This is an optimization exercise on Yosys and OpenROAD, whose aim is small area, a short achievable clock period and few clock cycles, not a production implementation.
At most, simulation tests tie the RTL to the original design; equivalence was not proved.
The RTL of runs 1 and 2 was laid out without a check of its function.
No activity file was given, so power comes from the tool's default toggle rates.

==> flow/design.v <==
module tpfc (
    input  wire        clk,
    input  wire        rst,
    output wire        ready,
    input  wire        reg_req,
    input  wire        reg_we,
    input  wire [5:0]  reg_addr,
    input  wire [31:0] reg_wdata,
    output reg  [31:0] reg_rdata,
    input  wire        fb_req,
    input  wire        fb_we,
    input  wire [16:0] fb_addr,
    input  wire [7:0]  fb_wdata,
    output reg  [7:0]  fb_rdata,
    input  wire        cmd_valid,
    input  wire [15:0] cmd
);
    localparam integer FB_SIZE     = 40;
    localparam integer MAX_PAYLOAD = 32;
    localparam [7:0]   TPIDX_MAX   = 8'd1;
    localparam [7:0]   SYNC1       = 8'hB5;
    localparam [7:0]   SYNC2       = 8'h62;
    localparam [3:0] E_OK     = 4'd0;
    localparam [3:0] E_RATIO  = 4'd1;
    localparam [3:0] E_INDEX  = 4'd2;
    localparam [3:0] E_TRUNC  = 4'd3;
    localparam [3:0] E_SYNC   = 4'd4;
    localparam [3:0] E_LENGTH = 4'd5;
    localparam [3:0] E_CKSUM  = 4'd6;
    localparam [3:0] E_ILLEGAL= 4'd7;
    localparam [3:0] E_RANGE  = 4'd8;
    localparam [1:0] M_RANGE = 2'd0;
    localparam [1:0] M_FRAME = 2'd1;
    localparam [1:0] M_VAL   = 2'd2;
    function [15:0] csa;
        input [7:0] a, b, c;
        begin
            csa[7:0]  = a ^ b ^ c;
            csa[15:8] = {((a[6:0] & b[6:0]) | (a[6:0] & c[6:0]) | (b[6:0] & c[6:0])), 1'b0};
        end
    endfunction
    reg [3:0]  err;
    reg        sealed;
    reg [7:0]  ck_a, ck_b;
    reg [7:0]  cls, id;
    reg [15:0] plen;
    reg [16:0] flen;
    reg [16:0] rstart, rcount;
    reg [7:0]  tpidx;
    reg [31:0] freq, freqlock, ratio, ratiolock;
    reg [15:0] antdelay, rfdelay;
    reg [31:0] userdelay, flags;
    reg [15:0] navbbr;
    reg [7:0]  resetmode;
    reg [31:0] fixed;
    wire [7:0] fb [0:FB_SIZE-1];      
    reg        busy;          
    reg        s1;            
    reg        s2;            
    reg        s2l;           
    reg        s1f;           
    reg        ckr1, ckr2;    
    reg        rhi, rcar;     
    reg        rnil;          
    reg [2:0]  vslo;          
    reg        s2f;           
    reg        fin;           
    reg        fin2;          
    reg        val2;          
    reg        ma;            
    reg        r2f1;          
    reg        r2fl;          
    reg        tp1;           
    reg        tp2;           
    reg [1:0]  mode;
    reg        conv_sel;      
    reg [2:0]  vg;            
    reg        lastq;         
    reg [4:0]  gsel;          
    reg [7:0]  gmask;         
    reg [5:0]  ve;            
    reg [5:0]  e1;            
    reg [7:0]  acc_a, acc_b;          
    reg [7:0]  gq0, gq1, gq2;         
    reg [7:0]  wq0, wq1, wq2, wq3;    
    reg [32:0] cz;            
    assign ready = !busy;
    wire acc_cmd = !busy && !rst && cmd_valid;
    wire acc_reg = !busy && !rst && !cmd_valid && reg_req;
    wire acc_fb  = !busy && !rst && !cmd_valid && !reg_req && fb_req;
    function invalid_ratio;
        input [31:0] p;
        begin
            invalid_ratio = (p[30:23] == 8'd255) ||
                            (p[31] && p[30:0] != 31'd0) ||
                            (p[30:23] >= 8'd127);
        end
    endfunction
    wire ratio_bad = invalid_ratio(ratio);
    wire lock_bad  = invalid_ratio(ratiolock);
    wire [31:0] conv_in = conv_sel ? ratiolock : ratio;
    wire [7:0]  cv_r = 8'd126 - conv_in[30:23];    
    wire [32:0] cv_x0 = {1'b1, conv_in[22:0], 9'd0};
    wire [32:0] cv_x1 = cv_r[0] ? {1'd0,  cv_x0[32:1]}  : cv_x0;
    wire [32:0] cv_x2 = cv_r[1] ? {2'd0,  cv_x1[32:2]}  : cv_x1;
    wire [32:0] cv_x3 = cv_r[2] ? {4'd0,  cv_x2[32:4]}  : cv_x2;
    wire [32:0] cv_x4 = cv_r[3] ? {8'd0,  cv_x3[32:8]}  : cv_x3;
    wire [32:0] cv_x5 = cv_r[4] ? {16'd0, cv_x4[32:16]} : cv_x4;
    wire [32:0] cv_x6 = cv_r[5] ? {32'd0, cv_x5[32]}    : cv_x5;
    wire [32:0] cv_z  = (cv_r[7:6] != 2'd0) ? 33'd0 : cv_x6;
    wire [31:0] cv_out = cz[32:1] + {31'd0, cz[0]};
    always @(posedge clk)
        cz <= cv_z;
    always @(posedge clk) begin
        gq0 <= g3[7:0];
        gq1 <= g3[15:8];
        gq2 <= g2b[15:8];
        wq0 <= w3a[7:0];
        wq1 <= w3a[15:8];
        wq2 <= w3b[7:0];
        wq3 <= w3b[15:8];
    end
    wire [7:0] op  = cmd[15:8];
    wire [7:0] imm = cmd[7:0];
    wire       imm0 = (imm == 8'h00);
    wire d_ckclr   = (op == 8'h01) && imm0;
    wire d_ckbyte  = (op == 8'h02);
    wire d_ckrange = (op == 8'h03) && imm0;
    wire d_r2f     = (op == 8'h10) && (imm[7:1] == 7'd0);
    wire d_encode  = (op == 8'h20) && imm0;
    wire d_valid   = (op == 8'h21) && imm0;
    wire d_bldtp   = (op == 8'h30) && imm0;
    wire d_bldrst  = (op == 8'h31) && imm0;
    wire d_bldpoll = (op == 8'h32) && imm0;
    wire [15:0] ckb_c = csa(ck_a, ck_b, imm);
    wire [7:0]  ckb_a = ck_a + imm;
    wire [7:0]  ckb_b = ckb_c[7:0] + ckb_c[15:8];
    wire        range_hi  = (rstart[16:6] != 11'd0) || (rcount[16:6] != 11'd0);
    wire        range_nil = (rcount == 17'd0);
    wire        rbad      = rhi || ({rcar, e1} > FB_SIZE);    
    wire        plen_bad  = plen > MAX_PAYLOAD;
    wire        tpidx_bad = tpidx > TPIDX_MAX;
    wire        tp_ok     = !ratio_bad && !lock_bad && !tpidx_bad;
    wire [15:0] fb_len    = {fb[5], fb[4]};
    wire [16:0] flen_m8   = flen - 17'd8;
    wire        v_range   = flen > FB_SIZE;
    wire        v_trunc   = flen < 17'd8;
    wire        v_sync    = fb[0] != SYNC1 || fb[1] != SYNC2;
    wire        v_length  = {1'b0, fb_len} != flen_m8;
    wire        v_ok      = !v_range && !v_trunc && !v_sync && !v_length;
    wire go_encode = acc_cmd && d_encode && !plen_bad;
    wire go_tp     = acc_cmd && d_bldtp && tp_ok;
    wire go_rst    = acc_cmd && d_bldrst;
    wire go_poll   = acc_cmd && d_bldpoll && !tpidx_bad;
    wire go_hdr    = go_encode || go_tp || go_rst || go_poll;
    wire [7:0] h_cls   = d_encode ? cls : 8'h06;
    wire [7:0] h_id    = d_encode ? id : (d_bldrst ? 8'h04 : 8'h31);
    wire [7:0] h_len   = d_encode ? plen[7:0] :
                         (d_bldrst ? 8'd4 : (d_bldpoll ? 8'd1 : 8'd32));
    wire [7:0] h_lenhi = d_encode ? plen[15:8] : 8'd0;
    function [5:0] slot_byte;
        input integer sg, sj;
        begin
            if (sg == 0)
                slot_byte = (sj < 6) ? 34 + sj : sj - 6;
            else
                slot_byte = 8 * sg - 6 + sj;
        end
    endfunction
    wire [7:0] y [0:7];
    genvar j, q;
    generate
        for (j = 0; j < 8; j = j + 1) begin : g_y
            wire [7:0] t [0:4];
            for (q = 0; q < 5; q = q + 1) begin : g_q
                wire en = gsel[q] & gmask[j];
                assign t[q] = fb[slot_byte(q, j)] & {8{en}};
            end
            assign y[j] = t[0] | t[1] | t[2] | t[3] | t[4];
        end
    endgenerate
    wire [15:0] g1a = csa(y[0], y[1], y[2]);
    wire [15:0] g1b = csa(y[3], y[4], y[5]);
    wire [15:0] g2a = csa(g1a[7:0], g1a[15:8], g1b[7:0]);
    wire [15:0] g2b = csa(g1b[15:8], y[6], y[7]);
    wire [15:0] g3  = csa(g2a[7:0], g2a[15:8], g2b[7:0]);
    wire [7:0] w00 = {y[0][4:0], 3'd0};
    wire [7:0] w01 = y[1];
    wire [7:0] w02 = {y[1][6:0], 1'b0};
    wire [7:0] w03 = {y[1][5:0], 2'd0};
    wire [7:0] w04 = {y[2][6:0], 1'b0};
    wire [7:0] w05 = {y[2][5:0], 2'd0};
    wire [7:0] w06 = y[3];
    wire [7:0] w07 = {y[3][5:0], 2'd0};
    wire [7:0] w08 = {y[4][5:0], 2'd0};
    wire [7:0] w09 = y[5];
    wire [7:0] w10 = {y[5][6:0], 1'b0};
    wire [7:0] w11 = {y[6][6:0], 1'b0};
    wire [7:0] w12 = y[7];
    wire [15:0] w1a = csa(w00, w03, w05);
    wire [15:0] w1b = csa(w07, w08, w02);
    wire [15:0] w1c = csa(w04, w10, w11);
    wire [15:0] w1d = csa(w01, w06, w09);
    wire [15:0] w2a = csa(w1a[7:0], w1a[15:8], w1b[7:0]);
    wire [15:0] w2b = csa(w1b[15:8], w1c[7:0], w1c[15:8]);
    wire [15:0] w2c = csa(w1d[7:0], w1d[15:8], w12);
    wire [15:0] w3a = csa(w2a[7:0], w2a[15:8], w2b[7:0]);
    wire [15:0] w3b = csa(w2b[15:8], w2c[7:0], w2c[15:8]);
    wire [7:0]  sa0 = s2f ? 8'd0 : acc_a;
    wire [7:0]  sb0 = s2f ? 8'd0 : acc_b;
    wire [15:0] a1  = csa(sa0, gq0, gq1);
    wire [15:0] a2  = csa(a1[7:0], a1[15:8], gq2);
    wire [7:0]  nsa = a2[7:0] + a2[15:8];
    wire [15:0] b1a = csa(sb0, {sa0[4:0], 3'd0}, wq0);
    wire [15:0] b1b = csa(wq1, wq2, wq3);
    wire [15:0] b2a = csa(b1a[7:0], b1a[15:8], b1b[7:0]);
    wire [15:0] b3a = csa(b2a[7:0], b2a[15:8], b1b[15:8]);
    wire [7:0]  nsb = b3a[7:0] + b3a[15:8];
    wire [2:0]  tt  = ~ve[2:0];
    wire [15:0] f1  = csa(acc_b, ~(tt[0] ? acc_a : 8'd0), ~(tt[1] ? {acc_a[6:0], 1'b0} : 8'd0));
    wire [15:0] f2  = csa(f1[7:0], {f1[15:9], 1'b1}, ~(tt[2] ? {acc_a[5:0], 2'd0} : 8'd0));
    wire [8:0]  f3  = {f2[7:0], 1'b1} + {f2[15:9], 1'b1, 1'b1};
    wire [7:0]  fb_b = f3[8:1];
    wire [7:0] rd_byte  = (fb_addr < 17'd40) ? fb[fb_addr[5:0]] : 8'd0;
    wire [7:0] yor = y[0] | y[1] | y[2] | y[3] | y[4] | y[5] | y[6] | y[7];
    wire [63:0] ra;      
    genvar k;
    generate
        for (k = 0; k < 64; k = k + 1) begin : g_ra
            assign ra[k] = (reg_addr == k);
        end
    endgenerate
    wire [31:0] rd_mux =
          ({32{ra[6'h00]}} & {27'd0, sealed, err})
        | ({32{ra[6'h01]}} & {16'd0, ck_b, ck_a})
        | ({32{ra[6'h02]}} & {24'd0, cls})
        | ({32{ra[6'h03]}} & {24'd0, id})
        | ({32{ra[6'h04]}} & {16'd0, plen})
        | ({32{ra[6'h05]}} & {15'd0, flen})
        | ({32{ra[6'h06]}} & {15'd0, rstart})
        | ({32{ra[6'h07]}} & {15'd0, rcount})
        | ({32{ra[6'h08]}} & {24'd0, tpidx})
        | ({32{ra[6'h09]}} & freq)
        | ({32{ra[6'h0A]}} & freqlock)
        | ({32{ra[6'h0B]}} & ratio)
        | ({32{ra[6'h0C]}} & ratiolock)
        | ({32{ra[6'h0D]}} & {16'd0, antdelay})
        | ({32{ra[6'h0E]}} & {16'd0, rfdelay})
        | ({32{ra[6'h0F]}} & userdelay)
        | ({32{ra[6'h10]}} & flags)
        | ({32{ra[6'h11]}} & {16'd0, navbbr})
        | ({32{ra[6'h12]}} & {24'd0, resetmode})
        | ({32{ra[6'h13]}} & fixed)
        | ({32{ra[6'h14]}} & {6'd0, 1'b0, 1'b0, TPIDX_MAX, SYNC2, SYNC1})
        | ({32{ra[6'h15]}} & MAX_PAYLOAD);
    always @(posedge clk) begin
        if (acc_reg && !reg_we)
            reg_rdata <= rd_mux;
        if (acc_fb && !fb_we)
            fb_rdata <= rd_byte;
    end
    wire wr_host = acc_fb && fb_we && (fb_addr < 17'd40);
    wire wr_ck   = fin && (mode == M_FRAME);      
    wire [7:0] bus = !busy ? fb_wdata : (fin2 ? ck_b : acc_a);
    wire [255:0] tp_payload = {flags, userdelay, cv_out, cv_out, freqlock, freq,
                               rfdelay, antdelay, 16'h0000, 8'h01, tpidx};
    wire [31:0]  rst_payload = {8'h00, resetmode, navbbr};
    wire [8*FB_SIZE-1:0] tp_image  = {16'd0, tp_payload, 48'd0};
    wire [8*FB_SIZE-1:0] rst_image = {240'd0, rst_payload, 48'd0};
    wire [8*FB_SIZE-1:0] hdr_image = {272'd0, h_lenhi, h_len, h_id, h_cls, SYNC2, SYNC1};
    genvar g;
    generate
        for (g = 0; g < FB_SIZE; g = g + 1) begin : g_fb
            reg [7:0] b;
            assign fb[g] = b;
            wire sel_hdr = go_hdr && g < 6;
            wire sel_tp  = (go_tp && g >= 6 && g < 10) ||
                           (tp1 && g >= 10 && g < 26) ||
                           (tp1 && g >= 30 && g < 38) ||
                           (tp2 && g >= 26 && g < 30);
            wire sel_rst = go_rst && g >= 6 && g < 10;
            wire sel_pol = go_poll && g == 6;
            wire sel_bus = (wr_host && fb_addr[5:0] == g) ||
                           (wr_ck && e1 == g) ||
                           (fin2 && e1 == g - 1);
            always @(posedge clk) begin
                if (sel_hdr)
                    b <= hdr_image[g*8 +: 8];
                else if (sel_tp)
                    b <= tp_image[g*8 +: 8];
                else if (sel_rst)
                    b <= rst_image[g*8 +: 8];
                else if (sel_pol)
                    b <= tpidx;
                else if (sel_bus)
                    b <= bus;
            end
        end
    endgenerate
    wire [31:0] hw_data = rst ? 32'd0 : reg_wdata;
    wire        hw_we   = rst || (acc_reg && reg_we);
    always @(posedge clk) begin
        if (hw_we && (rst || reg_addr == 6'h06)) rstart    <= hw_data[16:0];
        if (hw_we && (rst || reg_addr == 6'h07)) rcount    <= hw_data[16:0];
        if (hw_we && (rst || reg_addr == 6'h08)) tpidx     <= hw_data[7:0];
        if (hw_we && (rst || reg_addr == 6'h09)) freq      <= hw_data;
        if (hw_we && (rst || reg_addr == 6'h0A)) freqlock  <= hw_data;
        if (hw_we && (rst || reg_addr == 6'h0B)) ratio     <= hw_data;
        if (hw_we && (rst || reg_addr == 6'h0C)) ratiolock <= hw_data;
        if (hw_we && (rst || reg_addr == 6'h0D)) antdelay  <= hw_data[15:0];
        if (hw_we && (rst || reg_addr == 6'h0E)) rfdelay   <= hw_data[15:0];
        if (hw_we && (rst || reg_addr == 6'h0F)) userdelay <= hw_data;
        if (hw_we && (rst || reg_addr == 6'h10)) flags     <= hw_data;
        if (hw_we && (rst || reg_addr == 6'h11)) navbbr    <= hw_data[15:0];
        if (hw_we && (rst || reg_addr == 6'h12)) resetmode <= hw_data[7:0];
    end
    function [4:0] slot_of;
        input [2:0] v;
        begin
            case (v)
                3'd1:    slot_of = 5'b00010;
                3'd2:    slot_of = 5'b00100;
                3'd3:    slot_of = 5'b01000;
                3'd4:    slot_of = 5'b10000;
                default: slot_of = 5'b00001;
            endcase
        end
    endfunction
    function [7:0] mask_from;
        input [2:0] lo;
        integer mj;
        begin
            for (mj = 0; mj < 8; mj = mj + 1)
                mask_from[mj] = (mj >= lo);
        end
    endfunction
    function [7:0] mask_to;
        input [2:0] hi;
        integer mj;
        begin
            for (mj = 0; mj < 8; mj = mj + 1)
                mask_to[mj] = (mj <= hi);
        end
    endfunction
    wire [5:0] rg_vs  = rstart[5:0] + 6'd6;
    wire [5:0] rg_e1  = rstart[5:0] + rcount[5:0];
    wire [5:0] rg_ve  = rg_e1 + 6'd5;
    wire       rg_one = (vg == ve[5:3]);
    wire [7:0] rg_msk = mask_from(vslo) & (rg_one ? mask_to(ve[2:0]) : 8'hFF);
    wire [5:0] en_ve  = plen[5:0] + 6'd11;
    wire       en_one = (en_ve[5:3] == 3'd1);
    wire [7:0] en_msk = en_one ? mask_to(en_ve[2:0]) : 8'hFF;
    wire [5:0] va_ve  = flen[5:0] + 6'd3;
    wire       va_one = (va_ve[5:3] == 3'd1);
    wire [7:0] va_msk = va_one ? mask_to(va_ve[2:0]) : 8'hFF;
    reg [2:0] p_vg;
    reg       p_last;
    reg [7:0] p_msk;
    reg [5:0] p_ve, p_e1;
    reg [1:0] p_mode;
    always @(*) begin
        if (!op[4]) begin
            if (!op[0]) begin                    
                p_vg = 3'd1; p_last = en_one; p_msk = en_msk;
                p_ve = en_ve; p_e1 = plen[5:0] + 6'd6; p_mode = M_FRAME;
            end else begin                       
                p_vg = 3'd1; p_last = va_one; p_msk = va_msk;
                p_ve = va_ve; p_e1 = flen[5:0] - 6'd2; p_mode = M_VAL;
            end
        end else if (op[1]) begin                
            p_vg = 3'd1; p_last = 1'b1; p_msk = 8'h1F;
            p_ve = 6'd12; p_e1 = 6'd7; p_mode = M_FRAME;
        end else if (op[0]) begin                
            p_vg = 3'd1; p_last = 1'b1; p_msk = 8'hFF;
            p_ve = 6'd15; p_e1 = 6'd10; p_mode = M_FRAME;
        end else begin                           
            p_vg = 3'd1; p_last = 1'b0; p_msk = 8'hFF;
            p_ve = 6'd43; p_e1 = 6'd38; p_mode = M_FRAME;
        end
    end
    wire go_fold = (ckr2 && !rbad && !rnil) ||
                   acc_cmd && ((d_encode && !plen_bad) || (d_valid && v_ok) ||
                               (d_bldtp && tp_ok) || d_bldrst ||
                               (d_bldpoll && !tpidx_bad));
    wire       ck_byte = acc_cmd && d_ckbyte;
    wire       ck_zero = (acc_cmd && d_ckclr) || (ckr2 && !rbad && rnil);
    always @(posedge clk) begin
        if (rst) begin
            ck_a <= 8'd0;
            ck_b <= 8'd0;
        end else if (fin) begin
            ck_a <= acc_a;
            ck_b <= fb_b;
        end else if (ck_byte) begin
            ck_a <= ckb_a;
            ck_b <= ckb_b;
        end else if (ck_zero) begin
            ck_a <= 8'd0;
            ck_b <= 8'd0;
        end
    end
    always @(posedge clk) begin
        acc_a <= nsa;
        acc_b <= nsb;
    end
    always @(posedge clk) begin
        if (!busy) begin
            vg    <= p_vg;
            lastq <= p_last;
            gsel  <= slot_of(p_vg);
            gmask <= p_msk;
            ve    <= p_ve;
            e1    <= p_e1;
            mode  <= p_mode;
        end else if (ckr1) begin
            vg    <= rg_vs[5:3];
            vslo  <= rg_vs[2:0];
            ve    <= rg_ve;
            {rcar, e1} <= {1'b0, rstart[5:0]} + {1'b0, rcount[5:0]};
            mode  <= M_RANGE;
            rhi   <= range_hi;
            rnil  <= range_nil;
        end else if (ckr2) begin
            lastq <= rg_one;
            gsel  <= slot_of(vg);
            gmask <= rg_msk;
        end else begin
            if (s1) begin
                vg    <= vg_n;
                lastq <= last_n;
                gsel  <= slot_of(vg_n);
                gmask <= last_n ? mask_to(ve[2:0]) : 8'hFF;
            end
            if (s2l) begin
                gsel  <= slot_of(x1_v[5:3]);
                gmask <= 8'd1 << x1_v[2:0];
            end
            if (fin) begin
                gsel  <= slot_of(x2_v[5:3]);
                gmask <= 8'd1 << x2_v[2:0];
            end
        end
    end
    wire [5:0] x1_v = e1 + 6'd6;       
    wire [5:0] x2_v = e1 + 6'd7;       
    wire [2:0] vg_n   = vg + 3'd1;
    wire       last_n = (vg_n == ve[5:3]);
    always @(posedge clk) begin
        if (rst) begin
            busy      <= 1'b0;
            s1        <= 1'b0;
            s2        <= 1'b0;
            s2l       <= 1'b0;
            s1f       <= 1'b0;
            ckr1      <= 1'b0;
            ckr2      <= 1'b0;
            s2f       <= 1'b0;
            fin       <= 1'b0;
            fin2      <= 1'b0;
            val2      <= 1'b0;
            ma        <= 1'b0;
            r2f1      <= 1'b0;
            r2fl      <= 1'b0;
            tp1       <= 1'b0;
            tp2       <= 1'b0;
            conv_sel  <= 1'b0;
            err       <= E_OK;
            sealed    <= 1'b0;
            cls       <= 8'd0;
            id        <= 8'd0;
            plen      <= 16'd0;
            flen      <= 17'd0;
            fixed     <= 32'd0;
        end else begin
            if (acc_reg && reg_we) begin
                case (reg_addr)
                    6'h02: cls  <= reg_wdata[7:0];
                    6'h03: id   <= reg_wdata[7:0];
                    6'h04: plen <= reg_wdata[15:0];
                    6'h05: begin
                        flen   <= reg_wdata[16:0];
                        sealed <= 1'b0;
                    end
                    default: ;
                endcase
            end
            if (acc_fb && fb_we)
                sealed <= 1'b0;
            if (acc_cmd) begin
                if (d_ckclr || d_ckbyte) begin
                    err  <= E_OK;
                end else if (d_ckrange) begin
                    busy <= 1'b1;
                    ckr1 <= 1'b1;
                end else if (d_r2f) begin
                    if (imm[0] ? lock_bad : ratio_bad) begin
                        err <= E_RATIO;
                    end else begin
                        busy     <= 1'b1;
                        conv_sel <= imm[0];
                        r2fl     <= imm[0];
                        r2f1     <= !imm[0];
                    end
                end else if (d_encode) begin
                    if (plen_bad)
                        err <= E_RANGE;
                    else
                        busy <= 1'b1;
                end else if (d_valid) begin
                    if (!v_ok)
                        sealed <= 1'b0;
                    if (v_range)
                        err <= E_RANGE;
                    else if (v_trunc)
                        err <= E_TRUNC;
                    else if (v_sync)
                        err <= E_SYNC;
                    else if (v_length)
                        err <= E_LENGTH;
                    else
                        busy <= 1'b1;
                end else if (d_bldtp) begin
                    if (ratio_bad || lock_bad) begin
                        err <= E_RATIO;
                    end else if (tpidx_bad) begin
                        err <= E_INDEX;
                    end else begin
                        cls      <= 8'h06;
                        id       <= 8'h31;
                        plen     <= 16'd32;
                        conv_sel <= 1'b1;
                        tp1      <= 1'b1;
                        busy <= 1'b1;
                    end
                end else if (d_bldrst) begin
                    cls   <= 8'h06;
                    id    <= 8'h04;
                    plen  <= 16'd4;
                    busy <= 1'b1;
                end else if (d_bldpoll) begin
                    if (tpidx_bad) begin
                        err <= E_INDEX;
                    end else begin
                        cls   <= 8'h06;
                        id    <= 8'h31;
                        plen  <= 16'd1;
                        busy <= 1'b1;
                    end
                end else begin
                    err <= E_ILLEGAL;
                end
            end
            if (r2fl) begin
                r2fl <= 1'b0;
                r2f1 <= 1'b1;
            end
            if (r2f1) begin
                fixed    <= cv_out;
                err      <= E_OK;
                r2f1     <= 1'b0;
                conv_sel <= 1'b0;
                busy     <= 1'b0;
            end
            if (tp1) begin
                tp1 <= 1'b0;
                tp2 <= 1'b1;
            end
            if (tp2) begin
                tp2      <= 1'b0;
                conv_sel <= 1'b0;
            end
            if (ckr1)
                ckr1 <= 1'b0;
            ckr2 <= ckr1;
            if (ckr2) begin
                if (rbad) begin
                    err  <= E_RANGE;
                    busy <= 1'b0;
                end else if (rnil) begin
                    err  <= E_OK;
                    busy <= 1'b0;
                end
            end
            if (go_fold) begin
                s1  <= 1'b1;
                s1f <= 1'b1;
            end
            s2  <= s1;
            s2f <= s1 && s1f;
            s2l <= s1 && lastq;
            if (s1) begin
                s1f <= 1'b0;
                if (lastq)
                    s1 <= 1'b0;
            end
            fin <= s2l;
            if (fin) begin
                ma   <= (acc_a == yor);
                case (mode)
                    M_RANGE: begin
                        busy <= 1'b0;
                        err  <= E_OK;
                    end
                    M_FRAME: begin
                        fin2 <= 1'b1;
                    end
                    default: begin
                        val2 <= 1'b1;
                    end
                endcase
            end
            if (fin2) begin
                fin2   <= 1'b0;
                busy   <= 1'b0;
                flen   <= {11'd0, e1} + 17'd2;
                sealed <= 1'b1;
                err    <= E_OK;
            end
            if (val2) begin
                val2 <= 1'b0;
                busy <= 1'b0;
                if (ma && ck_b == yor) begin
                    cls    <= fb[2];
                    id     <= fb[3];
                    plen   <= fb_len;
                    sealed <= 1'b1;
                    err    <= E_OK;
                end else begin
                    sealed <= 1'b0;
                    err    <= E_CKSUM;
                end
            end
        end
    end
endmodule
==> flow/run.sh <==
#!/bin/bash
# synth_recipe.tcl (not shown) runs the flow's synth.tcl, then flattens the netlist and writes it again
# the make line also repeats each setting of config.mk as NAME=value (left out here)
make -C /OpenROAD-flow-scripts/flow DESIGN_CONFIG=/design/flow/config.mk WORK_HOME=/design/flow/orfs CLKGATE_MAP_FILE= SYNTH_SCRIPT=/design/flow/synth_recipe.tcl finish
==> flow/config.mk <==
export PLATFORM = sky130hd
export DESIGN_NAME = tpfc
export DESIGN_NICKNAME = tpfc
export VERILOG_FILES = /design/flow/design.v
export SDC_FILE = /design/flow/constraint.sdc
export NUM_CORES = 4
export LEC_CHECK = 0
export CAP_MARGIN = 30
export CORE_MARGIN = 2
export CORE_UTILIZATION = 40
export PLACE_DENSITY = 0.6
export SETUP_SLACK_MARGIN = 4.5
export SLEW_MARGIN = 30
==> flow/constraint.sdc <==
create_clock -name core_clock -period 8.0 [get_ports {clk}]
set_input_delay 1.6000 -clock core_clock [delete_from_list [all_inputs] [get_ports {clk}]]
set_output_delay 1.6000 -clock core_clock [all_outputs]
set_load 0.01 [all_outputs]
==> results.ini, run 1 <==
[outcome]
status=timing/DRC/antenna clean

[cts]
clock_path_buffers=3
htreeDepth=3
cts_tree=done
cts_root_buf=clkbuf_16
insertion_delay_ns=0.77
cts.sinks=903
clk_pin_slew_ns=0.06
numCtsBuffers=102

[yosys]
ys_seq_area_share_pct=49.5
synthArstFlopShare_pct=0
yosys_warnings=1
synth.top_cell.area_share_pct=38.8
avgSynthCellArea_um2=10.8
syn_area_um2=49400
yosysTopAreaCell=edfxtp_1
synth_edf_count=639
synth_seq_cells=903
syn_inst=4589
syn-num-nets=4908
synth_cell_types=80
synth_area_leaders=edfxtp_1, dfxtp_1, fa_1, mux2i_1, a22oi_1
yosys_most_used_dff=edfxtp_1

[setup_path]
crit_family=simple AND/OR/NAND/NOR gates
path_class=reg -> reg
worst_r2r_path_depth=10
worst_path_max_delay_cell=a222oi_1
crit_required_ns=8.65
critPathLaunchType=flip-flop
max_stage_delay_ns=0.68
worst-path-buf-inv=2
crit_arrival_ns=4.81
end_kind=flip-flop
r2r_start=gsel[2]
critical_path_peak_fanout=6
path_cells=buf_12, a222oi_1, a21boi_2, or4_4, or3_1, a211o_1, or4_4, or2_4, buf_12, mux2_4
r2r_slack_ns=3.84
worstReg2RegEnd=id[2]

[global_routing]
grt_pass1_wl_um=369000
grt_max_degree=186
gr-usage-all-layers_pct=43.1
first_global_vias=41200
overflow=0
antenna_found_initial=26

[timing]
min_period_ns=4.16
min_period_over_period_pct=52.0
slew_headroom_pct=16.4
hold_violations=0
fin_ws_ns=3.84
finalMaxSlewViolations=0
rsz0062_at_grt=true
worstMarginPinSlew_ns=1.24
setup_viol=0
max_freq_ghz=0.240
whs_ns=0.425
fin_worst_skew_ns=0.0688
fin_setup_tns_ns=0

[route]
routed_wl_um=279000
final_antenna_net_count=0
detail_route.iter0.violations=8605
drcViolationCount=0
wl_per_cell_um=42.4
vias=44900
firstDrtPassIters=13
via_per_inst=6.83

[placement]
dp_hpwl_um=207000
gp_congestion=1.09
dpl.cell_count=6210
placedInstanceArea_um2=53400
pre_cts_ws_ns=2.55
portBuffers=126

[die]
rows=128
die_w_um=355
die_y_um=355
die_area_um2=126000
io_pins=127
initial_core_util_pct=40.4
core-area_um2=122000

[final_layout]
final_common_cell=edfxtp_1
fill_cells=11100
stdcell_count=6566
multi_input_area_um2=24500
drive_gt1_share_pct=16.8
ff_latch_area_um2=24500
final_util_pct=48.8
syn_to_final_growth_pct=20.8
final_cell_mix=edfxtp_1, nand2_1, nor2_1
post-route-cell-area_um2=59700
layout.nets=5154

[power]
powerDensity_nw_per_um2=226
switching_power_mw=4.22
intPower_mw=9.24
power.leakage_nw=22.4
pwr-share-comb_pct=21.4
switching_share_pct=31.4
ir_worst_vdd_v=0.000384
p_total_mw=13.5
seqPwrFrac_pct=42.0
power_frac_clock_pct=36.6

[hold_path]
holdCritStartpoint=r2fl
min_to=r2fl
whs_path_depth=1
hp-class=reg -> reg

[flow_run]
drv_cap=0

metal layers:
metal	wire [um]	part of all wire (%)	GRT usage [%]
met1	105000	38	56.2
met2	113000	41	60.8
met3	40400	14	16.4
met4	20300	7.3	24.9
met5	114	0.041	0
cell families after synthesis:
family | Yosys count | synth area share (%)
AOI/OAI and AO/OA | 1328 | 19.2
buffers and inverters | 524 | 4.11
DFF | 903 | 49.5
adders and majority gates | 233 | 7.94
muxes | 208 | 4.31
xor gates and xnor gates | 170 | 3.01
and+or+nand+nor | 1223 | 11.9
worst register-to-register path, delay by kind of cell, from the launching register on:
family / cells / cell delay (ns)
AO/OA/AOI/OAI: 3 / 1.17
buffers and inverters: 2 / 0.33
flip-flops: 1 / 0.41
multiplexers: 1 / 0.30
AND/OR/NAND/NOR: 4 / 1.87
repair_timing:
action / 4_1_cts / 5_1_grt
gates resized for setup: 247 / 124
setup buffers: 98 / 32
gates cloned: 12 / 4
endpoints found under the setup margin: 743 / 341
hold buffers: 0 / 0
pin swaps: 75 / 50
worst max path at each step:
| stage | cells past startpoint | slack [ns] | to | startpoint |
|---|---|---|---|---|
| 2_1_floorplan | 9 | 4.12 | g_fb[3].b[0] | cmd[10] |
| 3_3_place_gp | 9 | 2.53 | g_fb[2].b[2] | cmd[4] |
| 3_5_place_dp | 9 | 2.55 | g_fb[2].b[2] | cmd[4] |
| 4_1_cts | 9 | 3.89 | id[2] | g_fb[14].b[2] |
| 5_1_grt | 12 | 3.91 | plen[3] | gsel[2] |
| 6_report | 10 | 3.84 | id[2] | gsel[2] |
power groups by stage:
stage                     registers [mW]  clock network, mW  logic [mW]
after floorplan                     5.52                  0        1.87
after global placement              5.73                  0        2.70
after detailed placement            5.73                  0        2.75
after CTS                           5.64               4.93        2.83
after global routing                5.65               5.10        3.16
final                               5.65               4.92        2.89
state kept, by name, indices dropped and copies added, names as in the netlist, 16 cells and up:
signal     count
flags         32
antdelay      16
freq          32
navbbr        16
plen          16
rstart        17
ratiolock     32
rfdelay       16
flen          17
g_fb.b       320
cz            33
rcount        17
ratio         32
fixed         32
userdelay     32
reg_rdata     32
freqlock      32
cells in the mapped netlist, drive strengths merged (13+ instances only):
cell	n
nor3	96
xnor2	115
fa	134
mux2	20
and3	28
o31ai	13
o22ai	15
or3	18
clkbuf	223
mux2i	187
a21boi	26
a31oi	29
edfxtp	639
nor2	334
o21ai	157
a211oi	68
dfxtp	264
o211ai	14
inv	222
nor2b	91
nand2b	36
a222oi	92
a221oi	82
nand4	55
a21o	195
xor2	55
and2	30
nand3	105
a22oi	218
a22o	86
ha	99
nor4	51
a21oi	244
buf	75
nand2	318
area by class of cell:
type	count	share of cell area [%]
antenna	17	0.0713
clock buffer	131	4.74
clock inverter	62	1.07
inverter	226	1.45
multi-input combinational	3166	41.1
sequential	903	41.1
tap	1625	3.41
timing repair buffer	435	7.09
timing repair inverter	1	0.0126
==> run 2, diff against run 1 <==
--- a/flow/design.v
+++ b/flow/design.v
@@ -153,11 +153,10 @@
     wire go_rst    = acc_cmd && d_bldrst;
     wire go_poll   = acc_cmd && d_bldpoll && !tpidx_bad;
     wire go_hdr    = go_encode || go_tp || go_rst || go_poll;
-    wire [7:0] h_cls   = d_encode ? cls : 8'h06;
-    wire [7:0] h_id    = d_encode ? id : (d_bldrst ? 8'h04 : 8'h31);
-    wire [7:0] h_len   = d_encode ? plen[7:0] :
-                         (d_bldrst ? 8'd4 : (d_bldpoll ? 8'd1 : 8'd32));
-    wire [7:0] h_lenhi = d_encode ? plen[15:8] : 8'd0;
+    wire [7:0] h_cls   = op[4] ? 8'h06 : cls;
+    wire [7:0] h_id    = op[4] ? (op[0] ? 8'h04 : 8'h31) : id;
+    wire [7:0] h_len   = op[4] ? (op[1] ? 8'd1 : (op[0] ? 8'd4 : 8'd32)) : plen[7:0];
+    wire [7:0] h_lenhi = op[4] ? 8'd0 : plen[15:8];
     function [5:0] slot_byte;
         input integer sg, sj;
         begin
@@ -525,25 +524,16 @@
                     end else if (tpidx_bad) begin
                         err <= E_INDEX;
                     end else begin
-                        cls      <= 8'h06;
-                        id       <= 8'h31;
-                        plen     <= 16'd32;
                         conv_sel <= 1'b1;
                         tp1      <= 1'b1;
                         busy <= 1'b1;
                     end
                 end else if (d_bldrst) begin
-                    cls   <= 8'h06;
-                    id    <= 8'h04;
-                    plen  <= 16'd4;
                     busy <= 1'b1;
                 end else if (d_bldpoll) begin
                     if (tpidx_bad) begin
                         err <= E_INDEX;
                     end else begin
-                        cls   <= 8'h06;
-                        id    <= 8'h31;
-                        plen  <= 16'd1;
                         busy <= 1'b1;
                     end
                 end else begin
@@ -610,6 +600,9 @@
                 endcase
             end
             if (fin2) begin
+                cls    <= fb[2];
+                id     <= fb[3];
+                plen   <= fb_len;
                 fin2   <= 1'b0;
                 busy   <= 1'b0;
                 flen   <= {11'd0, e1} + 17'd2;
==> results.ini, run 2 <==
[outcome]
status=timing/DRC/antenna clean

[power]
ir_worst_vdd_v=0.000375  ; -2.3%
pwr-share-comb_pct=18.7  ; -2.7 points
power_frac_clock_pct=38.2  ; +1.6 points
switching_share_pct=29.7  ; -1.6 points
switching_power_mw=3.85  ; -8.8%
seqPwrFrac_pct=43.1  ; +1.1 points
power.leakage_nw=22.2  ; -1.1%
p_total_mw=13.0  ; -3.8%
intPower_mw=9.10  ; -1.5%
powerDensity_nw_per_um2=219  ; -3.1%

[route]
via_per_inst=6.83  ; about the same
vias=43700  ; -2.6%
detail_route.iter0.violations=7905  ; -8.1%
firstDrtPassIters=10  ; -3
final_antenna_net_count=0  ; unchanged
routed_wl_um=269000  ; -3.4%
drcViolationCount=0  ; unchanged
wl_per_cell_um=42.1  ; -0.88%

[cts]
cts_hold_buf=0  ; unchanged
clk_pin_slew_ns=0.06  ; about the same
clock_path_buffers=3  ; unchanged
cts_root_buf=clkbuf_16
numCtsBuffers=100  ; -2.0%
insertion_delay_ns=0.76  ; about the same
htreeDepth=3  ; unchanged
cts_tree=done
cts.sinks=903  ; unchanged

[timing]
min_period_ns=3.99  ; -0.174 ns
fin_ws_ns=4.01  ; +0.174 ns
hold_violations=0  ; unchanged
fin_setup_tns_ns=0  ; unchanged
max_freq_ghz=0.251  ; +4.4%
rsz0062_at_grt=true
setup_viol=0  ; unchanged
min_period_over_period_pct=49.8  ; -2.2 points
fin_worst_skew_ns=0.0452  ; -0.0235 ns
slew_headroom_pct=17.7  ; +1.3 points
worstMarginPinSlew_ns=1.22  ; -0.0183 ns
finalMaxSlewViolations=0  ; unchanged

[placement]
dp_hpwl_um=200000  ; -3.3%
pre_cts_ws_ns=2.03  ; -0.521 ns
portBuffers=126  ; unchanged
gp_congestion=1.10  ; +0.70%

[yosys]
synthArstFlopShare_pct=0  ; unchanged
syn_area_um2=49300  ; -0.24%
synth_edf_count=639  ; unchanged
synth.top_cell.area_share_pct=38.9  ; +0.094 points
synthTopCellsByCount=edfxtp_1, nor2_1, dfxtp_1, inv_1, nand2_1
ys_seq_area_share_pct=49.7  ; +0.12 points
synth_most_common_cell=edfxtp_1
avgSynthCellArea_um2=11.1  ; +2.8%
synth_area_leaders=edfxtp_1, dfxtp_1, fa_1, a22oi_1, a21o_1
syn-num-nets=4774  ; -2.7%
synth_seq_cells=903  ; unchanged
syn_inst=4455  ; -2.9%
synth_cell_types=86  ; +7.5%
yosys_warnings=1  ; unchanged
yosys_most_used_dff=edfxtp_1
yosysTopAreaCell=edfxtp_1

[die]
io_pins=127  ; unchanged
rows=128  ; unchanged
die_w_um=355  ; -0.12%
die_y_um=355  ; -0.12%
die_area_um2=126000  ; -0.24%
initial_core_util_pct=40.4  ; -0.044 points
core-area_um2=122000  ; -0.13%

[global_routing]
antenna_found_initial=11  ; -58%
grt_max_degree=178  ; -4.3%
overflow=0  ; unchanged
gr-usage-all-layers_pct=41.5  ; -1.5 points
grt_pass1_wl_um=356000  ; -3.3%
first_global_vias=40600  ; -1.6%

[final_layout]
layout.nets=4998  ; -3.0%
final_cell_mix=edfxtp_1, nor2_1, dfxtp_1
fill_cells=11000  ; -0.86%
final_common_cell=edfxtp_1
largest_registers=g_fb.b: 320 flops, cz: 33 flops
drive_gt1_share_pct=16.9  ; +0.17 points
largest_reg_flops=320  ; unchanged
syn_to_final_growth_pct=20.2
regMostFlops=g_fb.b

[flow_run]
drv_cap=0  ; unchanged

[hold_path]
hp-class=reg -> reg

[setup_path]
critPathLaunchType=flip-flop
end_kind=flip-flop
path_class=reg -> reg
crit_required_ns=8.66  ; about the same
critical_path_peak_fanout=8  ; +2
crit_arrival_ns=4.65  ; -0.16 ns

==> run 2: changes by cell type after synthesis, sizes merged, moves of 21 or more <==
| cell | previous run | this run |
|---|---|---|
| nor2 | 334 | 294 |
| o21ai | 157 | 70 |
| nand2 | 318 | 237 |
| a21boi | 26 | 51 |
| mux2i | 187 | 156 |
| a21oi | 244 | 216 |
| a221oi | 82 | 125 |
| inv | 222 | 243 |
| a211oi | 68 | 105 |
==> run 2: power groups by stage <==
stage          logic (mW)  registers, mW  clock network (mW)
2_1_floorplan        1.65           5.46                   0
3_3_place_gp         2.26           5.66                   0
3_5_place_dp         2.31           5.66                   0
4_1_cts              2.35           5.56                4.96
5_1_grt              2.64           5.58                5.14
6_report             2.42           5.58                4.95
==> run 2: layer usage <==
layer | vias up | wire [um] | track usage (%)
met1 | 21800 | 98200 | 52.7
met3 | 911 | 36700 | 15.1
met4 | 12 | 24000 | 27.1
li1 | 17400 | - | -
met5 | - | 248 | 0
met2 | 3589 | 110000 | 59.5
==> run 2: cells by family after synthesis <==
family	Yosys count	synth area share (%)
and+or+nand+nor	1116	11.5
DFF	903	49.7
buffers and inverters	538	4.35
AOI/OAI and AO/OA	1330	20.2
xor gates and xnor gates	169	3.00
muxes	166	3.40
adders and majority gates	233	7.96
==> run 2: layout make-up <==
cell class	count	area, um2	share of cell area [%]
antenna	7	17.5	0.0296
tap	1625	2030	3.43
inverter	246	940	1.59
clock inverter	73	830	1.40
clock buffer	117	2660	4.49
multi-input combinational	3024	24200	40.9
sequential	903	24500	41.4
timing repair buffer	404	4010	6.76
==> run 2: repair_timing <==
action,in CTS,in global routing
pin swaps,77,78
endpoints found under the setup margin,764,407
resized for setup,262,122
gates cloned,14,11
setup buffers,89,26
==> run 2: worst paths after layout <==
| kind | slack, ns | depth (start not counted) | startpoint | end |
|---|---|---|---|---|
| worst max-delay path | 4.01 | 16 | gsel[2] | id[3] |
| worst min-delay path | 0.43 | 1 | r2fl | r2fl |
| worst max register to register | 4.01 | 16 | gsel[2] | id[3] |
| worst min register to register | 0.43 | 1 | r2fl | r2fl |
==> run 2: worst max-delay path: stages (launching register included) <==
cell and delay [ns]:
dfxtp_4 0.42, buf_12 0.16, buf_12 0.13, buf_4 0.13
a222oi_1 0.99, a21boi_2 0.25, nor4b_4 0.30, buf_4 0.18
buf_6 0.11, nand3_4 0.08, nand2_4 0.11, nor4_4 0.04
buf_4 0.16, a21o_4 0.29, buf_6 0.16, buf_16 0.15
a221oi_2 0.24
==> run 2: through the flow <==
| stage | hold WS, ns | util (%) | cell area (um2) | instances |
|---|---|---|---|---|
| 2_1_floorplan | 0.399 | - | 49500 | 4455 |
| 3_3_place_gp | 0.423 | 43.3 | 52800 | 6055 |
| 3_5_place_dp | 0.417 | 43.3 | 52900 | 6060 |
| 4_1_cts | 0.432 | 47.9 | 58400 | 6353 |
| 5_1_grt | 0.458 | 48.5 | 59200 | 6392 |
| 6_report | 0.433 | 48.5 | 59200 | 6399 |
==> run 3, diff against run 2 <==
--- a/flow/design.v
+++ b/flow/design.v
@@ -222,6 +222,9 @@
     wire [7:0]  fb_b = f3[8:1];
     wire [7:0] rd_byte  = (fb_addr < 17'd40) ? fb[fb_addr[5:0]] : 8'd0;
     wire [7:0] yor = y[0] | y[1] | y[2] | y[3] | y[4] | y[5] | y[6] | y[7];
+    reg  [7:0] xq;       
+    always @(posedge clk)
+        xq <= yor;
     wire [63:0] ra;      
     genvar k;
     generate
@@ -424,17 +427,17 @@
             gsel  <= slot_of(vg);
             gmask <= rg_msk;
         end else begin
-            if (s1) begin
+            if (s1 && !lastq) begin
                 vg    <= vg_n;
                 lastq <= last_n;
                 gsel  <= slot_of(vg_n);
                 gmask <= last_n ? mask_to(ve[2:0]) : 8'hFF;
             end
-            if (s2l) begin
+            if (s1 && lastq) begin
                 gsel  <= slot_of(x1_v[5:3]);
                 gmask <= 8'd1 << x1_v[2:0];
             end
-            if (fin) begin
+            if (s2l) begin
                 gsel  <= slot_of(x2_v[5:3]);
                 gmask <= 8'd1 << x2_v[2:0];
             end
@@ -585,7 +588,7 @@
             end
             fin <= s2l;
             if (fin) begin
-                ma   <= (acc_a == yor);
+                ma   <= (acc_a == xq);
                 case (mode)
                     M_RANGE: begin
                         busy <= 1'b0;
@@ -612,7 +615,7 @@
             if (val2) begin
                 val2 <= 1'b0;
                 busy <= 1'b0;
-                if (ma && ck_b == yor) begin
+                if (ma && ck_b == xq) begin
                     cls    <= fb[2];
                     id     <= fb[3];
                     plen   <= fb_len;
--- a/flow/config.mk
+++ b/flow/config.mk
@@ -7,7 +7,7 @@
 export LEC_CHECK = 0
 export CAP_MARGIN = 30
 export CORE_MARGIN = 2
-export CORE_UTILIZATION = 40
-export PLACE_DENSITY = 0.6
+export CORE_UTILIZATION = 45
+export PLACE_DENSITY = 0.65
 export SETUP_SLACK_MARGIN = 4.5
 export SLEW_MARGIN = 30
==> results.ini, run 3 <==
[yosys]
synth-xor-area-share_pct=3.09  ; +0.089 points
synthTopCellsByCount=edfxtp_1, nand2_1, nor2_1, dfxtp_1, clkbuf_1
synth_cell_types=85  ; -1.2%
synth_top_family_by_area=compound AO/OA/AOI/OAI gates
ys_seq_area_share_pct=49.8  ; +0.16 points
syn-num-nets=4933  ; +3.3%
synth_area_leaders=edfxtp_1, dfxtp_1, fa_1, a22oi_1, mux2i_1
synth_most_common_cell=edfxtp_1
synth_edf_count=639  ; unchanged
avgSynthCellArea_um2=10.7  ; -3.1%
yosysTopAreaCell=edfxtp_1
synth.top_cell.area_share_pct=38.8  ; -0.13 points
syn_area_um2=49400  ; +0.34%
synth_adder_area_share_pct=7.93  ; -0.027 points
yosys_warnings=1  ; unchanged
synthArstFlopShare_pct=0  ; unchanged
synth_seq_cells=911  ; +0.89%
yosys.area_share.simple_pct=13.2  ; +1.8 points
syn_inst=4614  ; +3.6%
yosys_most_used_dff=edfxtp_1
synth_compound_area_share_pct=18.6  ; -1.6 points
synth.area.mux_share_pct=3.41  ; +0.014 points

[setup_path]
r2r_start=e1[3]
critical_path_peak_fanout=23  ; +15
critPathLaunchType=flip-flop
worst_r2r_path_depth=5  ; -11
worstReg2RegEnd=g_fb[23].b[4]
r2r_slack_ns=4.36  ; +0.35 ns
path_class=reg -> reg
critPathCapture=g_fb[23].b[4]
crit_arrival_ns=3.99  ; -0.66 ns
end_kind=flip-flop
crit_required_ns=8.35  ; -0.31 ns
crit_path_start=e1[3]

[global_routing]
first_global_vias=40900  ; +0.78%
grt_pass1_wl_um=362000  ; +1.6%
overflow=0  ; unchanged
antenna_found_initial=32  ; +21
gr-usage-all-layers_pct=47.9  ; +6.4 points
grt_max_degree=208  ; +17%

[cts]
clock_path_buffers=3  ; unchanged
cts_hold_buf=0  ; unchanged
cts_tree=done
numCtsBuffers=100  ; unchanged
cts.sinks=911  ; +0.89%
clk_pin_slew_ns=0.07  ; about the same
cts_root_buf=clkbuf_16
insertion_delay_ns=0.74  ; -0.02 ns
htreeDepth=3  ; unchanged

[route]
detail_route.iter0.violations=7614  ; -3.7%
wl_per_cell_um=43.5  ; +3.4%
via_per_inst=7.02  ; +2.8%
drcViolationCount=0  ; unchanged
routed_wl_um=275000  ; +2.1%
firstDrtPassIters=8  ; -2
vias=44300  ; +1.5%
final_antenna_net_count=0  ; unchanged

[timing]
min_period_ns=3.64  ; -0.346 ns
rsz0062_at_grt=true
worstMarginPinSlew_ns=1.18  ; -0.0466 ns
setup_viol=0  ; unchanged
finalMaxSlewViolations=0  ; unchanged
min_period_over_period_pct=45.5  ; -4.3 points
fin_setup_tns_ns=0  ; unchanged
max_freq_ghz=0.275  ; +9.5%
hold_violations=0  ; unchanged
slew_headroom_pct=21.4  ; +3.7 points
fin_ws_ns=4.36  ; +0.346 ns
fin_worst_skew_ns=0.0633  ; +0.0181 ns

[final_layout]
final_cell_mix=edfxtp_1, nand2_1, nor2_1
largest_registers=g_fb.b: 320 flops, cz: 33 flops
drive_gt1_share_pct=15.9  ; -1.1 points
regMostFlops=g_fb.b
final_common_cell=edfxtp_1
ff_latch_area_um2=24700  ; +0.60%
layout.nets=5122  ; +2.5%
fill_cells=9394  ; -15%
multi_input_area_um2=24400  ; +0.76%
syn_to_final_growth_pct=18.9
largest_reg_flops=320  ; unchanged

[power]
switching_share_pct=32.2  ; +2.5 points
ir_worst_vdd_v=0.000252  ; -33%
power_frac_clock_pct=34.8  ; -3.4 points
intPower_mw=9.41  ; +3.4%
seqPwrFrac_pct=41.5  ; -1.6 points
powerDensity_nw_per_um2=236  ; +7.9%
power.leakage_nw=22.1  ; -0.26%
switching_power_mw=4.46  ; +16%
pwr-share-comb_pct=23.7  ; +5.0 points

[outcome]
status=timing/DRC/antenna clean

[die]
initial_core_util_pct=45.4  ; +5.0 points
core-area_um2=109000  ; -11%
io_pins=127  ; unchanged
rows=121  ; -5.5%
die_y_um=335  ; -5.5%
die_area_um2=113000  ; -11%
die_w_um=335  ; -5.5%

[placement]
portBuffers=126  ; unchanged
gp_congestion=1.11  ; +1.0%
pre_cts_ws_ns=2.66  ; +0.631 ns
dp_hpwl_um=212000  ; +5.9%

[flow_run]
drv_cap=0  ; unchanged

[hold_path]
hp-class=reg -> reg

[run 3: metrics by stage]
step           instance area (um2)  hold WS [ns]  total power [mW]  utilization, %  cells
4_1_cts                      58100         0.398              13.7            53.4   6270
5_1_grt                      58800         0.418              14.3            54.0   6304
3_3_place_gp                 52900         0.387              8.84            48.6   5994
2_1_floorplan                49800         0.397              7.66               -   4614
6_report                     58800         0.402              13.9            54.0   6317
3_5_place_dp                 53100         0.390              8.91            48.8   5999
[run 3: kinds of logic after synthesis]
logic type | after synthesis
AND/OR/NAND/NOR | 1355
AO/OA/AOI/OAI | 1263
flip-flops | 911
buffers and inverters | 512
adder cells (fa/ha/maj) | 233
XOR/XNOR | 173
multiplexers | 167
[run 3: how the worst min path moves through the flow]
stage | from | endpoint | slack [ns] | cells past startpoint
final | tp2 | tp2 | 0.40 | 1
after detailed placement | tp2 | tp2 | 0.39 | 1
after CTS | tp2 | tp2 | 0.40 | 1
after floorplan | r2fl | r2fl | 0.40 | 1
after global placement | tp2 | tp2 | 0.39 | 1
after global routing | tp2 | tp2 | 0.42 | 1
[run 3: area by class of cell]
class / count / share of cell area (%)
clock inverter: 56 / 0.992
antenna: 13 / 0.0553
inverter: 207 / 1.35
clock buffer: 133 / 4.82
sequential: 911 / 42.0
tap: 1414 / 3.01
multi-input combinational: 3192 / 41.5
timing repair buffer: 391 / 6.28
[run 3: routing by layer]
metal,track usage [%],part of all wire (%),vias up
met4,31.1,8.3,10
met5,0,0.022,-
met3,18.4,14,826
met2,67.8,41,3639
li1,-,-,17700
met1,61.0,37,22200
[run 3: repair_timing]
item	CTS	global route
pin swaps	43	31
setup buffers	75	32
endpoints found under the setup margin	739	511
cloned	7	2
resized for setup	234	95
[run 3: critical path, cell delays in order, from the launching register on]
cell and delay, ns:
edfxtp_1 0.33, buf_4 0.38, nand2b_1 0.83, nor2_1 0.44, a221oi_2 0.76, nand2_1 0.47
[run 3: power by group through the flow]
stage / clock network, mW / logic (mW) / registers (mW)
6_report: 4.83 / 3.29 / 5.75
5_1_grt: 5.00 / 3.55 / 5.75
4_1_cts: 4.82 / 3.19 / 5.73
3_5_place_dp: 0 / 3.08 / 5.83
3_3_place_gp: 0 / 3.01 / 5.83
2_1_floorplan: 0 / 2.05 / 5.61
Testbench counts of run 3, summed over its fixed seeds: cycles 117,248.
==> run 4, diff against run 3 <==
--- a/flow/config.mk
+++ b/flow/config.mk
@@ -7,7 +7,7 @@
 export LEC_CHECK = 0
 export CAP_MARGIN = 30
 export CORE_MARGIN = 2
-export CORE_UTILIZATION = 45
-export PLACE_DENSITY = 0.65
+export CORE_UTILIZATION = 40
+export PLACE_DENSITY = 0.6
 export SETUP_SLACK_MARGIN = 4.5
 export SLEW_MARGIN = 30
==> results.ini, run 4 <==
[outcome]
status=timing/DRC/antenna clean

[global_routing]
grt_max_degree=75  ; -64%
gr-usage-all-layers_pct=42.7  ; -5.2 points
overflow=0  ; unchanged
grt_pass1_wl_um=365000  ; +0.90%
first_global_vias=40600  ; -0.71%
antenna_found_initial=27  ; -16%

[die]
core-area_um2=122000  ; +12%
die_area_um2=126000  ; +12%
die_y_um=356  ; +6.0%
die_w_um=356  ; +6.0%
initial_core_util_pct=40.5  ; -5.0 points
io_pins=127  ; unchanged
rows=128  ; +5.8%

[timing]
max_freq_ghz=0.279  ; +1.6%
slew_headroom_pct=17.6  ; -3.9 points
hold_violations=0  ; unchanged
worstMarginPinSlew_ns=1.23  ; +0.0494 ns
setup_viol=0  ; unchanged
rsz0062_at_grt=true
finalMaxSlewViolations=0  ; unchanged
min_period_over_period_pct=44.8  ; -0.70 points
min_period_ns=3.58  ; -0.0558 ns
fin_worst_skew_ns=0.0808  ; +0.0175 ns
fin_setup_tns_ns=0  ; unchanged

[setup_path]
critPathLaunchType=input port
crit_arrival_ns=4.04  ; +0.05 ns
crit_family=simple AND/OR/NAND/NOR gates
worst_path_max_delay_cell=clkdlybuf4s50_1
end_kind=flip-flop
worst-path-buf-inv=3  ; +2
path_cells=clkdlybuf4s50_1, nor3_4, and3b_2, and3_1, buf_12, nand2_1, o211ai_1, buf_4
path_class=in -> reg
critical_path_peak_fanout=40  ; +74%
max_stage_delay_ns=0.50  ; -0.33 ns
crit_required_ns=8.45  ; +0.10 ns

[yosys]
yosys_most_used_dff=edfxtp_1
synth_edf_count=639  ; unchanged
syn_area_um2=49400  ; unchanged
synth_most_common_cell=edfxtp_1
synth.top_cell.area_share_pct=38.8  ; unchanged
synthArstFlopShare_pct=0  ; unchanged
avgSynthCellArea_um2=10.7  ; unchanged
syn-num-nets=4933  ; unchanged
synth_area_leaders=edfxtp_1, dfxtp_1, fa_1, a22oi_1, mux2i_1
synthTopCellsByCount=edfxtp_1, nand2_1, nor2_1, dfxtp_1, clkbuf_1
ys_seq_area_share_pct=49.8  ; unchanged
syn_inst=4614  ; unchanged
synth_cell_types=85  ; unchanged
synth_seq_cells=911  ; unchanged
yosysTopAreaCell=edfxtp_1
yosys_warnings=1  ; unchanged

[placement]
gp_congestion=1.15  ; +3.8%
portBuffers=126  ; unchanged
dpl.cell_count=6211  ; +3.5%
dp_hpwl_um=212000  ; about the same

[cts]
cts.sinks=911  ; unchanged
clk_pin_slew_ns=0.06  ; about the same
cts_tree=done
clock_path_buffers=3  ; unchanged
cts_hold_buf=0  ; unchanged
htreeDepth=3  ; unchanged
insertion_delay_ns=0.79  ; +0.05 ns
cts_root_buf=clkbuf_16
numCtsBuffers=102  ; +2.0%

[route]
wl_per_cell_um=42.2  ; -2.9%
final_antenna_net_count=0  ; unchanged
drcViolationCount=0  ; unchanged
via_per_inst=6.74  ; -4.0%
detail_route.iter0.violations=7524  ; -1.2%
routed_wl_um=275000  ; +0.10%
firstDrtPassIters=6  ; -2
vias=43900  ; -0.97%

[final_layout]
final_cell_mix=edfxtp_1, nand2_1, nor2_1
regMostFlops=g_fb.b
final_common_cell=edfxtp_1
final_util_pct=48.0  ; -6.0 points
syn_to_final_growth_pct=18.7
layout.nets=5112  ; -0.20%
largest_reg_flops=320  ; unchanged
largest_registers=g_fb.b: 320 flops, cz: 33 flops
stdcell_count=6515  ; +3.1%
drive_gt1_share_pct=15.0  ; -0.92 points

[power]
power.leakage_nw=22.0  ; -0.38%
ir_worst_vdd_v=0.000400  ; +59%
powerDensity_nw_per_um2=235  ; -0.59%

[flow_run]
drv_cap=0  ; unchanged

[hold_path]
hp-class=reg -> reg

[run 4: cell counts after synthesis]
No cell type changed its count.
[run 4: worst register-to-register path: cells and delay by family, from the launching register on]
kind	cells	cell delay [ns]
buffers and inverters	3	0.45
adders and majority gates	2	0.73
DFF	1	0.38
and+or+nand+nor	2	0.30
xor gates and xnor gates	6	0.93
AOI/OAI and AO/OA	2	0.56
[run 4: cells by family (layout without fill, tap and decap cells)]
| logic type | count (synthesis) | in the layout | share of synthesized area, % |
|---|---|---|---|
| flip-flops | 911 | 911 | 49.8 |
| AO/OA/AOI/OAI | 1263 | 1263 | 18.6 |
| AND/OR/NAND/NOR | 1355 | 1356 | 13.2 |
| buffers and inverters | 512 | 779 | 3.94 |
| other | 0 | 8 | 0 |
| XOR/XNOR | 173 | 173 | 3.09 |
| adder cells (fa/ha/maj) | 233 | 233 | 7.93 |
| multiplexers | 167 | 167 | 3.41 |
[run 4: layout make-up]
class                   instances  area (um2)
fillers                     11200       63500
flip-flops and latches        911       24700
multi-input cells            3192       24200
repair buffers                379        3490
clock buffers                 140        2890
well taps                    1625        2030
inverters                     207         792
clock inverters                53         582
diodes                          8        20.0
[run 4: worst paths after layout]
kind	start	end	slack, ns	cells after the start
worst max-delay path	cmd_valid	g_fb[20].b[5]	4.42	8
worst min-delay path	r2fl	r2fl	0.44	1
worst max register to register	gmask[2]	wq0[7]	4.51	15
worst min register to register	r2fl	r2fl	0.44	1
[run 4: power by group]
part | internal (mW) | switching [mW] | leakage, nW
logic | 1.25 | 1.90 | 12.1
registers | 5.39 | 0.346 | 8.19
clock network | 2.77 | 2.11 | 1.68
[run 4: layer usage]
layer  vias up  share of wire [%]  GRT usage [%]
met5         -              0.048              0
met4        18                7.8           26.5
met3       744                 13           14.0
met2      3389                 41           61.3
met1     22100                 38           55.6
li1      17600                  -              -
[run 4: per-stage QoR]
step | cell area [um2] | hold WS [ns] | setup WS (ns) | power, mW
final | 58700 | 0.440 | 4.42 | 13.8
after global routing | 58700 | 0.450 | 4.38 | 14.2
after detailed placement | 53300 | 0.416 | 2.58 | 8.85
after floorplan | 49800 | 0.397 | 3.95 | 7.66
after global placement | 53200 | 0.408 | 2.71 | 8.79
after CTS | 58000 | 0.424 | 4.38 | 13.7
[run 4: what timing repair did]
| action | CTS | global route |
|---|---|---|
| resized for setup | 218 | 111 |
| cloned | 5 | 1 |
| buffers inserted | 62 | 33 |
| pin swaps | 33 | 39 |
| endpoints found under the setup margin | 814 | 582 |
==> run 5, diff against run 4 <==
--- a/flow/config.mk
+++ b/flow/config.mk
@@ -9,5 +9,5 @@
 export CORE_MARGIN = 2
 export CORE_UTILIZATION = 40
 export PLACE_DENSITY = 0.6
-export SETUP_SLACK_MARGIN = 4.5
+export SETUP_SLACK_MARGIN = 4.8
 export SLEW_MARGIN = 30
==> results.ini, run 5 <==
[setup_path]
critPathLaunchType=flip-flop
r2r_start=ratiolock[16]
max_stage_delay_ns=0.69  ; +0.19 ns
worst_path_max_delay_cell=nor4_1
cp.depth=9  ; +1
worst-path-buf-inv=2  ; -1
crit_arrival_ns=4.03  ; about the same
worst_r2r_path_depth=9  ; -6
end_kind=flip-flop
path_cells=nor4_1, nand4_1, o21ai_1, buf_4, nand2_1, o31ai_4, buf_4, a21o_4, a221o_2
r2r_slack_ns=4.39  ; -0.12 ns
cp_common_cell=buf_4
critical_path_peak_fanout=8  ; -80%
path_class=reg -> reg
worstReg2RegEnd=g_fb[2].b[1]
crit_family=simple AND/OR/NAND/NOR gates
crit_required_ns=8.43  ; -0.02 ns

[yosys]
syn-num-nets=4933  ; unchanged
synthTopCellsByCount=edfxtp_1, nand2_1, nor2_1, dfxtp_1, clkbuf_1
synth_seq_cells=911  ; unchanged
ys_seq_area_share_pct=49.8  ; unchanged
yosys_most_used_dff=edfxtp_1
yosysTopAreaCell=edfxtp_1
syn_inst=4614  ; unchanged
avgSynthCellArea_um2=10.7  ; unchanged
yosys_warnings=1  ; unchanged
synth_edf_count=639  ; unchanged
syn_area_um2=49400  ; unchanged
synth_area_leaders=edfxtp_1, dfxtp_1, fa_1, a22oi_1, mux2i_1
synthArstFlopShare_pct=0  ; unchanged
synth_cell_types=85  ; unchanged
synth_most_common_cell=edfxtp_1
synth.top_cell.area_share_pct=38.8  ; unchanged

[timing]
fin_worst_skew_ns=0.0584  ; -0.0224 ns
slew_headroom_pct=17.9  ; +0.38 points
min_period_over_period_pct=45.1  ; +0.29 points
min_period_ns=3.61  ; +0.0234 ns
finalMaxSlewViolations=0  ; unchanged
setup_viol=0  ; unchanged
worstMarginPinSlew_ns=1.23  ; +0.00310 ns
fin_setup_tns_ns=0  ; unchanged
max_freq_ghz=0.277  ; -0.65%
rsz0062_at_grt=true
hold_violations=0  ; unchanged

[cts]
cts_root_buf=clkbuf_16
cts_tree=done
numCtsBuffers=103  ; +0.98%
htreeDepth=3  ; unchanged
insertion_delay_ns=0.77  ; -0.02 ns
cts.sinks=911  ; unchanged
clock_path_buffers=3  ; unchanged
clk_pin_slew_ns=0.07  ; about the same

[final_layout]
largest_reg_flops=320  ; unchanged
final_util_pct=50.5  ; +2.5 points
final_common_cell=edfxtp_1
largest_registers=g_fb.b: 320 flops, cz: 33 flops
layout.nets=5239  ; +2.5%
syn_to_final_growth_pct=24.9
final_cell_mix=edfxtp_1, nand2_1, nor2_1
regMostFlops=g_fb.b
drive_gt1_share_pct=21.8  ; +6.9 points

[die]
io_pins=127  ; unchanged
die_y_um=356  ; unchanged
die_area_um2=126000  ; unchanged
core-area_um2=122000  ; unchanged
initial_core_util_pct=40.5  ; unchanged
rows=128  ; unchanged
die_w_um=356  ; unchanged

[hold_path]
whs_path_depth=1  ; unchanged
holdCritStartpoint=r2fl
min_to=r2fl
hp-class=reg -> reg

[power]
power_frac_clock_pct=35.7  ; +0.2 points
pwr-share-comb_pct=23.8  ; +0.9 points
ir_worst_vdd_v=0.000448  ; +12%
power.leakage_nw=23.3  ; +5.8%
switching_power_mw=4.54  ; +4.2%
switching_share_pct=31.9  ; +0.30 points
intPower_mw=9.68  ; +2.8%
seqPwrFrac_pct=40.5  ; -1.1 points
powerDensity_nw_per_um2=230  ; -1.9%

[route]
detail_route.iter0.violations=7404  ; -1.6%
drcViolationCount=0  ; unchanged
routed_wl_um=280000  ; +1.9%
firstDrtPassIters=8  ; +2
final_antenna_net_count=0  ; unchanged
wl_per_cell_um=42.1  ; -0.11%
via_per_inst=6.76  ; +0.36%
vias=44900  ; +2.4%

[outcome]
status=timing/DRC/antenna clean

[flow_run]
drv_cap=0  ; unchanged

[placement]
dp_hpwl_um=213000  ; +0.12%
gp_congestion=1.12  ; -2.5%
portBuffers=126  ; unchanged

[global_routing]
antenna_found_initial=29  ; +7.4%
grt_max_degree=71  ; -5.3%
first_global_vias=41500  ; +2.3%
overflow=0  ; unchanged
grt_pass1_wl_um=368000  ; +0.85%
gr-usage-all-layers_pct=43.1  ; +0.36 points

==> run 5: how the worst max path moves through the flow <==
stage                        from            end  slack [ns]
floorplan                  cmd[4]   g_fb[3].b[0]        3.95
global placement       fb_addr[4]  g_fb[20].b[3]        2.59
detailed placement         cmd[0]   g_fb[3].b[1]        2.70
CTS                        cmd[7]   g_fb[2].b[7]        4.58
global route             gmask[3]         wq0[7]        4.42
finish              ratiolock[16]   g_fb[2].b[1]        4.39
==> run 5: final cells by class <==
| type | instances | area, um2 |
|---|---|---|
| Fill cell | 10900 | 60400 |
| Multi-Input combinational cell | 3195 | 25700 |
| Sequential cell | 911 | 24700 |
| Timing Repair Buffer | 502 | 4920 |
| Clock buffer | 130 | 2780 |
| Tap cell | 1625 | 2030 |
| Inverter | 207 | 800 |
| Clock inverter | 64 | 779 |
| Antenna cell | 11 | 27.5 |
==> run 5: power by group through the flow <==
stage	logic (mW)	clock network [mW]	registers, mW
3_5_place_dp	3.01	0	5.86
4_1_cts	3.26	5.07	5.75
5_1_grt	3.65	5.24	5.76
3_3_place_gp	2.96	0	5.86
6_report	3.38	5.07	5.76
2_1_floorplan	2.07	0	5.61
==> run 5: kinds of logic (layout without fill, tap and decap cells) <==
logic type | after synthesis | count (layout) | synth area share, %
simple gates | 1355 | 1359 | 13.2
compound gates | 1263 | 1263 | 18.6
flops | 911 | 911 | 49.8
buf+inv | 512 | 903 | 3.94
fa+ha+maj | 233 | 233 | 7.93
xor+xnor | 173 | 173 | 3.09
mux | 167 | 167 | 3.41
other cells | 0 | 11 | 0
==> run 5: worst register-to-register path: stages (launching register included) <==
cell,delay [ns]
edfxtp_1,0.50
nor4_1,0.69
nand4_1,0.34
o21ai_1,0.22
buf_4,0.26
nand2_1,0.21
o31ai_4,0.39
buf_4,0.18
a21o_4,0.17
a221o_2,0.31
==> run 5: metal layers <==
metal	share of wire, %	GRT usage, %
met1	37	55.6
met5	0.042	0
met4	7.4	25.1
met2	42	63.0
met3	13	14.4
==> run 5: timing repair <==
item,CTS,global route
hold buffers,0,0
pin swaps,115,117
cloned,7,6
resized for setup,471,224
setup buffers,168,58
endpoints found under the setup margin,988,533
==> run 5: per-stage QoR <==
step | hold slack [ns] | total power, mW | setup slack [ns] | instances | instance area (um2)
after floorplan | 0.397 | 7.67 | 3.95 | 4614 | 50600
after global placement | 0.407 | 8.82 | 2.59 | 6194 | 53600
after detailed placement | 0.419 | 8.87 | 2.70 | 6201 | 53800
after CTS | 0.430 | 14.1 | 4.58 | 6570 | 60400
after global routing | 0.447 | 14.6 | 4.42 | 6634 | 61700
final | 0.434 | 14.2 | 4.39 | 6645 | 61800

static timing again, ports no longer ideal:
The flow's constraints put no driver on any port. The routed layouts listed below were extracted and timed again, unchanged, in two steps.
Step 1: set_driving_cell puts a clkbuf_16 on clk and a buf_2 on each other input, an assumption about the parent block.
Step 2 adds t to the input delays and takes it off the output delays; t is the mean of the earliest and latest rising clock arrival at the registers after step 1. Input paths then give back, and output paths get back, about the clock's delay inside the block.
a / b / c = ideal / step 1 / step 2; a / b = the first two.
| run | t (ns) | setup WS [ns] | worst setup path after step 2 | cell pins on the clock port's net |
|---|---|---|---|---|
| run 1 | 0.814 | 3.840 / 3.840 / 3.504 | input to register | 1 |
| run 2 | 0.819 | 4.014 / 4.014 / 3.517 | input to register | 1 |
| run 3 | 0.785 | 4.360 / 4.360 / 3.607 | input to register | 1 |
| run 4 | 0.833 | 4.416 / 4.480 / 3.647 | input to register | 1 |
| run 5 | 0.821 | 4.392 / 4.392 / 3.680 | input to register | 1 |
After both steps setup and hold are still met in every run listed. The setup slack of run 4, which loses most, moves by +0.064 ns with the drivers and by -0.769 ns with both steps.
